This design comes from an exercise in tuning for a short achievable clock period and few clock cycles on the open sky130 flow, not from production work.
At most, simulation tests tie the RTL to the original design; equivalence was not proved.
No activity file was given, so power comes from the tool's default toggle rates.

==> inputs of run a <==
==> flow/design.v (excerpt) <==
module mt_engine (
    input  wire        clk,
    input  wire        rst,
    input  wire        wr_en,
    input  wire [12:0] wr_addr,
    input  wire [31:0] wr_data,
    input  wire [12:0] rd_addr,
    output reg  [31:0] rd_data,
    output wire        busy
);
clock: 12.0 ns
lec_check: 0
cap_margin: 20
core_margin: 2
core_utilization: 45
slew_margin: 20
run.sh (not shown) runs the stock make flow with config.mk's settings and CLKGATE_MAP_FILE= SYNTH_SCRIPT=/design/flow/synth_recipe.tcl, a recipe that flattens the netlist after the stock synthesis.
==> run b (differences from run a) <==
--- a/flow/design.v
+++ b/flow/design.v
@@ -47,12 +47,10 @@
     reg [9:0]  pos;            
     reg [10:0] cnt;            
     reg [1:0]  kj;             
     reg [31:0] prev;           
     reg        first;
-    reg        fp;             
-    reg [31:0] mi;             
     function [31:0] temper;
         input [31:0] y;
         reg   [31:0] t;
         begin
             t = y ^ (y >> 11);
@@ -87,26 +85,26 @@
         end
     endfunction
     wire [31:0] s0 = ring[31:0];
     wire [31:0] s1 = ring[63:32];
     wire [31:0] sm = ring[32*M +: 32];
-    wire [31:0] g0 = ring[32*622 +: 32];
-    wire [31:0] g1 = ring[32*623 +: 32];
-    wire [31:0] gm = ring[32*395 +: 32];
-    wire [31:0] ty = {g0[31], g1[30:0]};
-    wire [31:0] twisted = gm ^ (ty >> 1) ^ (ty[0] ? MATRIX_A : 32'd0);
+    wire [31:0] ty = {s0[31], s1[30:0]};
+    wire [31:0] twisted = sm ^ (ty >> 1) ^ (ty[0] ? MATRIX_A : 32'd0);
     wire [31:0] word = temper(twisted);
+    reg  [31:0] mul_c;
+    always @* begin
+        case (state)
+            S_INIT:  mul_c = INIT_MULT;
+            S_MIX1:  mul_c = MIX1_MULT;
+            default: mul_c = MIX2_MULT;
+        endcase
+    end
     wire [31:0] mul_in = prev ^ (prev >> 30);
-    wire [31:0] prod1  = mul_in * MIX1_MULT;
-    wire [31:0] prod2  = mul_in * MIX2_MULT;
-    wire [31:0] prod   = (state == S_MIX1) ? prod1 : prod2;
+    wire [31:0] prod   = mul_in * mul_c;
     wire [31:0] key_j  = key[kj];
     wire [31:0] init_v = (cnt == 11'd0) ? INIT_SEED : prod + {21'd0, cnt};
-    wire [31:0] old1   = fp ? mi : s0;
-    wire [31:0] mi_g   = mi ^ (mi >> 30);
-    wire [31:0] mi_n   = mi_g * INIT_MULT + {22'd0, pos} + 32'd1;
-    wire [31:0] mix1_v = (old1 ^ prod) + key_j + {30'd0, kj};
+    wire [31:0] mix1_v = (s0 ^ prod) + key_j + {30'd0, kj};
     wire [31:0] mix2_v = (s0 ^ prod) - {22'd0, pos};
     wire [9:0]  pos_nx = (pos == N - 1) ? 10'd0 : pos + 10'd1;
     wire        kj_wrap = ({30'd0, kj} + 32'd1 == key_len);
     wire [1:0]  nwords = (cur_op == OP_RANDOM) ? 2'd2 :
                          (cur_k == 7'd0) ? 2'd0 :
@@ -188,17 +186,12 @@
                         busy_r <= 1'b1;
                         cur_op <= op;
                         wcnt   <= 1'b0;
                         case (op)
                             OP_SEED: begin
-                                state <= S_MIX1;
+                                state <= S_INIT;
                                 cnt   <= 11'd0;
-                                pos   <= 10'd0;
-                                kj    <= 2'd0;
-                                first <= 1'b1;
-                                fp    <= 1'b1;
-                                mi    <= INIT_SEED;
                             end
                             OP_GETBITS: begin
                                 state    <= S_GEN;
                                 cur_k    <= arg_k[6:0];
                                 cur_base <= 64'd0;
@@ -237,16 +230,13 @@
                     end
                 end
                 S_MIX1: begin
                     pos   <= pos_nx;
                     first <= 1'b0;
-                    mi    <= mi_n;
-                    if (pos == 10'd623)
-                        fp <= 1'b0;
                     if (pos == 10'd0) begin
-                        ring <= {(first ? old1 : prev), ring[32*N-1:32]};
-                        prev <= first ? old1 : prev;
+                        ring <= {(first ? s0 : prev), ring[32*N-1:32]};
+                        prev <= first ? s0 : prev;
                     end else begin
                         ring <= {mix1_v, ring[32*N-1:32]};
                         prev <= mix1_v;
                         kj   <= kj_wrap ? 2'd0 : kj + 2'd1;
                         cnt  <= cnt + 11'd1;
@@ -262,16 +252,12 @@
                         ring <= {prev, ring[32*N-1:32]};
                     end else begin
                         ring <= {mix2_v, ring[32*N-1:32]};
                         prev <= mix2_v;
                         cnt  <= cnt + 11'd1;
-                        if (cnt == N - 2) begin
-                            ring <= {mix2_v, 32'h80000000, ring[32*623-1:32]};
-                            seeded <= 1'b1;
-                            busy_r <= 1'b0;
-                            state  <= S_IDLE;
-                        end
+                        if (cnt == N - 2)
+                            state <= S_ALIGN;
                     end
                 end
                 S_ALIGN: begin
                     if (pos == 10'd0) begin
                         ring[31:0] <= 32'h80000000;
@@ -287,12 +273,11 @@
                     if (nwords == 2'd0) begin
                         out    <= cur_base;      
                         busy_r <= 1'b0;
                         state  <= S_IDLE;
                     end else begin
-                        ring <= {ring[31:0], ring[32*623 +: 32], twisted,
-                                 ring[32*622-1:32]};
+                        ring <= {twisted, ring[32*N-1:32]};
                         if (!last_word) begin
                             acc0 <= word;
                             wcnt <= 1'b1;
                         end else begin
                             wcnt <= 1'b0;
==> run c (differences from run a) <==
--- a/flow/design.v
+++ b/flow/design.v
@@ -93,14 +93,20 @@
     wire [31:0] g1 = ring[32*623 +: 32];
     wire [31:0] gm = ring[32*395 +: 32];
     wire [31:0] ty = {g0[31], g1[30:0]};
     wire [31:0] twisted = gm ^ (ty >> 1) ^ (ty[0] ? MATRIX_A : 32'd0);
     wire [31:0] word = temper(twisted);
+    reg  [31:0] mul_c;
+    always @* begin
+        case (state)
+            S_INIT:  mul_c = INIT_MULT;
+            S_MIX1:  mul_c = MIX1_MULT;
+            default: mul_c = MIX2_MULT;
+        endcase
+    end
     wire [31:0] mul_in = prev ^ (prev >> 30);
-    wire [31:0] prod1  = mul_in * MIX1_MULT;
-    wire [31:0] prod2  = mul_in * MIX2_MULT;
-    wire [31:0] prod   = (state == S_MIX1) ? prod1 : prod2;
+    wire [31:0] prod   = mul_in * mul_c;
     wire [31:0] key_j  = key[kj];
     wire [31:0] init_v = (cnt == 11'd0) ? INIT_SEED : prod + {21'd0, cnt};
     wire [31:0] old1   = fp ? mi : s0;
     wire [31:0] mi_g   = mi ^ (mi >> 30);
     wire [31:0] mi_n   = mi_g * INIT_MULT + {22'd0, pos} + 32'd1;
==> comparison <==
Non-clock buffer count: run a < run b < run c. Between run a and run c, the lower die area is in run c (gap 0.55%, measured against run c). First-iteration DRC count: run c > run a > run b. Against run b, the clock skew of run a is lower by 0.035 ns. Between run a and run b, the lower sequential cell count is in run b (gap 33). Between run a and run c, the lower clock-buffer cell count is in run a (gap 41). Critical path depth: run a is lower than run c (2). In run c the clock power is smaller than in run a, by about 2%.
Testbench counts of run a, summed over its fixed seeds: cycles 54,315.
Testbench counts of run c, summed over its fixed seeds: cycles 54,315.
Function not checked in run b: the RTL went through the layout flow alone.

-- afterwards: timing with drivers on the ports --
The flow's constraints put no driver on any port. The routed layouts listed below were extracted and timed again, unchanged, in two steps.
Step 1 (the two cells are an assumption about what drives the block):
set clk [get_ports {clk}]
set_driving_cell -lib_cell sky130_fd_sc_hd__clkbuf_16 $clk
set_driving_cell -lib_cell sky130_fd_sc_hd__buf_2 [delete_from_list [all_inputs] $clk]
Step 2 also shifts input and output timing later by t, the mid clock arrival at the registers, as if the neighbouring blocks saw the same clock.
Three values: ideal ports, drivers, drivers and shift; two values: the first two.
run	t (ns)	setup slack, ns	hold WS [ns]	worst register clock-pin slew, ns
run a	1.487	1.206 / 1.206 / 1.206	0.281 / 0.281 / 0.281	0.08 / 0.08
run b	1.486	1.136 / 1.136 / 1.136	0.303 / 0.303 / 0.303	0.08 / 0.08
run c	1.481	1.061 / 1.061 / 1.061	0.319 / 0.319 / 0.319	0.08 / 0.08
After both steps every run listed still meets setup and hold.
